Source: an optimization exercise on an open RTL-to-GDS flow (aim: small area). Production flows keep margins and buffers that such runs may drop. In this exercise RTL edits were held to simulation tests only and were not proved equivalent to the original.

run 3:
Design spark16_core, start of the top module:
module spark16_core (
    input  wire        clk,
    input  wire        rst,           
    input  wire        load,
    input  wire [15:0] load_start,
    input  wire [15:0] load_len,
    output reg         mem_valid,
    output reg         mem_we,
    output reg  [15:0] mem_addr,
    output reg  [15:0] mem_wdata,
    input  wire        mem_ready,
    input  wire [15:0] mem_rdata,
    output wire        halted,
    output wire        faulted,
    output wire [2:0]  fault_kind,
    input  wire [3:0]  dbg_sel,
    output reg  [15:0] dbg_data
);
Settings: LEC_CHECK=0, CAP_MARGIN=20, CORE_MARGIN=2, CORE_UTILIZATION=60, CTS_BUF_LIST=sky130_fd_sc_hd__clkbuf_16, CTS_CLUSTER_DIAMETER=120, CTS_CLUSTER_SIZE=24, SLEW_MARGIN=20; clock period 10.0 ns.
standard.sh (not shown) runs the stock make flow with config.mk's settings and CLKGATE_MAP_FILE= SYNTH_SCRIPT=/design/flow/synth_recipe.tcl, a recipe that flattens the netlist after the stock synthesis.
==> flow/flow/run.sh <==
#!/bin/bash
# Own layout flow: the standard layout (standard.sh, ORFS synthesis to finish) with two
# changes that only affect how the layout is made:
#  - synthesis: synth_recipe.tcl unchanged, except that Yosys's abc call (the mapping of the
#    combinational logic, after the registers are mapped) uses the area-oriented script
#    flow/abc_area.script instead of ORFS's speed script;
#  - the port buffers that global placement inserts use the smallest buffer cell.
# Every tool's output goes to standard_flow.log here; ORFS's own logs are under orfs/logs.
set -euo pipefail
W=$(pwd)
{
  cat <<EOT
proc abc {args} {
  set out {}
  set skip 0
  foreach a \$args {
    if {\$skip} { lappend out $W/flow/abc_area.script; set skip 0; continue }
    if {\$a eq "-script"} { lappend out \$a; set skip 1; continue }
    lappend out \$a
  }
  yosys abc {*}\$out
}
EOT
  cat synth_recipe.tcl
} > own_synth.tcl
bash standard.sh "SYNTH_SCRIPT=$W/own_synth.tcl" \
  "BUFFER_PORTS_ARGS=-buffer_cell sky130_fd_sc_hd__buf_1" finish > standard_flow.log 2>&1
==> flow/flow/abc_area.script <==
strash
&get -n
&fraig -x
&put
scorr
dc2
strash
&get -n
&dch -f
&nf -R 1000
&st
&dch -f
&nf -R 1000
&put
What run 1 does differently from run 3 at the input level:
-- flow/design.v --
<<< run 3, line 106
    always @* dbg_data = rm;
    localparam [2:0] A_ZERO = 3'd0, A_GPR = 3'd1, A_PC = 3'd2, A_SP = 3'd3,
                     A_PE = 3'd4, A_INC = 3'd5;
    localparam [2:0] B_ZERO = 3'd0, B_C2 = 3'd1, B_R0 = 3'd2, B_RT = 3'd3,
                     B_S8 = 3'd4, B_Z8 = 3'd5, B_S12 = 3'd6, B_LUI = 3'd7;
>>> run 1, line 106
    always @* dbg_data = rm;
    localparam [2:0] A_ZERO = 3'd0, A_GPR = 3'd1, A_PC = 3'd2, A_SP = 3'd3,
                     A_PE = 3'd4, A_C2 = 3'd5;
    localparam [2:0] B_ZERO = 3'd0, B_C2 = 3'd1, B_R0 = 3'd2, B_RT = 3'd3,
                     B_S8 = 3'd4, B_Z8 = 3'd5, B_S12 = 3'd6, B_LUI = 3'd7;
<<< run 3, line 123
            A_SP:    a = sp[0];
            A_PE:    a = pe[0];
            A_INC:   a = inc_o;
            default: a = 1'b0;
        endcase
>>> run 1, line 123
            A_SP:    a = sp[0];
            A_PE:    a = pe[0];
            A_C2:    a = (cnt == 4'd1);
            default: a = 1'b0;
        endcase
<<< run 3, line 181
        case (state)
            S_CLR: begin
                pcs = 2'd2; sps = 2'd2; pew = 1'b1; flm = 3'd5;
            end
            S_LDP: begin
>>> run 1, line 181
        case (state)
            S_CLR: begin
                pcs = 2'd2; sps = 2'd2; pew = 1'b1; flm = 3'd4;
            end
            S_LDP: begin
<<< run 3, line 224
                    gwr  = 1'b1;
                    dsel = ir[4:2];
                    case (esel[1:0])
                        2'd0:    asel = A_INC;
                        2'd1:    asel = A_SP;
                        default: begin isel = 4'd10; bsel = B_RT; end
                    endcase
                end else if (is_mts) begin
                    isel = {1'b0, ir[4:2]}; bsel = B_R0;
>>> run 1, line 224
                    gwr  = 1'b1;
                    dsel = ir[4:2];
                    isel = {2'b10, esel[1:0]};
                    bsel = esel[1] ? B_RT : B_R0;
                    asel = (esel[1:0] == 2'd0) ? A_C2 : A_ZERO;
                end else if (is_mts) begin
                    isel = {1'b0, ir[4:2]}; bsel = B_R0;
<<< run 3, line 353
            end
            3'd4: begin
                if (cnt == 4'd0) fz <= b;
                if (cnt == 4'd1) fc <= b;
                if (cnt == 4'd2) fn <= b;
                if (cnt == 4'd3) fv <= b;
            end
            3'd5: begin
                fz <= 1'b0; fc <= 1'b0; fn <= 1'b0; fv <= 1'b0;
            end
            default: ;
>>> run 1, line 351
            end
            3'd4: begin
                if (cnt[3:2] == 2'd0) begin
                    fz <= fc; fc <= fn; fn <= fv; fv <= b;
                end
            end
            default: ;
Per the comparison of run 1 with run 3, post-route core utilization shows an increase of 0.95 points, average routed wire per standard cell shows a reduction of about 3%.
Delta (run 1 minus run 3): clock input transition at the sequential cells of the worst setup and hold paths was more or less identical, share of synthesized area spent on multiplexers fell by 0.62 points.
Compared with run 3, run 1 shows a first-pass GRT wire length that is 3800 um lower.
Run 1 ran to completion and came out clean on the timing, DRC and antenna checks.
Area of placed instances is lower on run 1
Diff run 3 -> run 1: global-route usage decreased 0.74 points; sequential share of layout area increased 0.72 points.

==> re-timing with driven ports <==
Ports are ideal in the flow. The routed layouts listed here were re-timed in OpenROAD. Step 1 (the two cells are an assumption about what drives the block):
set clk [get_ports {clk}]
set_driving_cell -lib_cell sky130_fd_sc_hd__clkbuf_16 $clk
set_driving_cell -lib_cell sky130_fd_sc_hd__buf_2 [delete_from_list [all_inputs] $clk]
Step 2 times the ports against the registers' clock, not the clock port: input delays grow and output delays shrink by t, the midpoint of the rising clock arrivals with the driver on. Three values: ideal, step 1, step 2; two values: the first two.
run | shift t [ns] | slack for setup (ns) | slew at the worst register clock pin (ns)
run 3 | 0.516 | 1.474 / 1.474 / 1.474 | 0.11 / 0.11
run 1 | 0.531 | 2.143 / 2.143 / 2.143 | 0.11 / 0.11
After both steps every run listed still meets setup and hold.
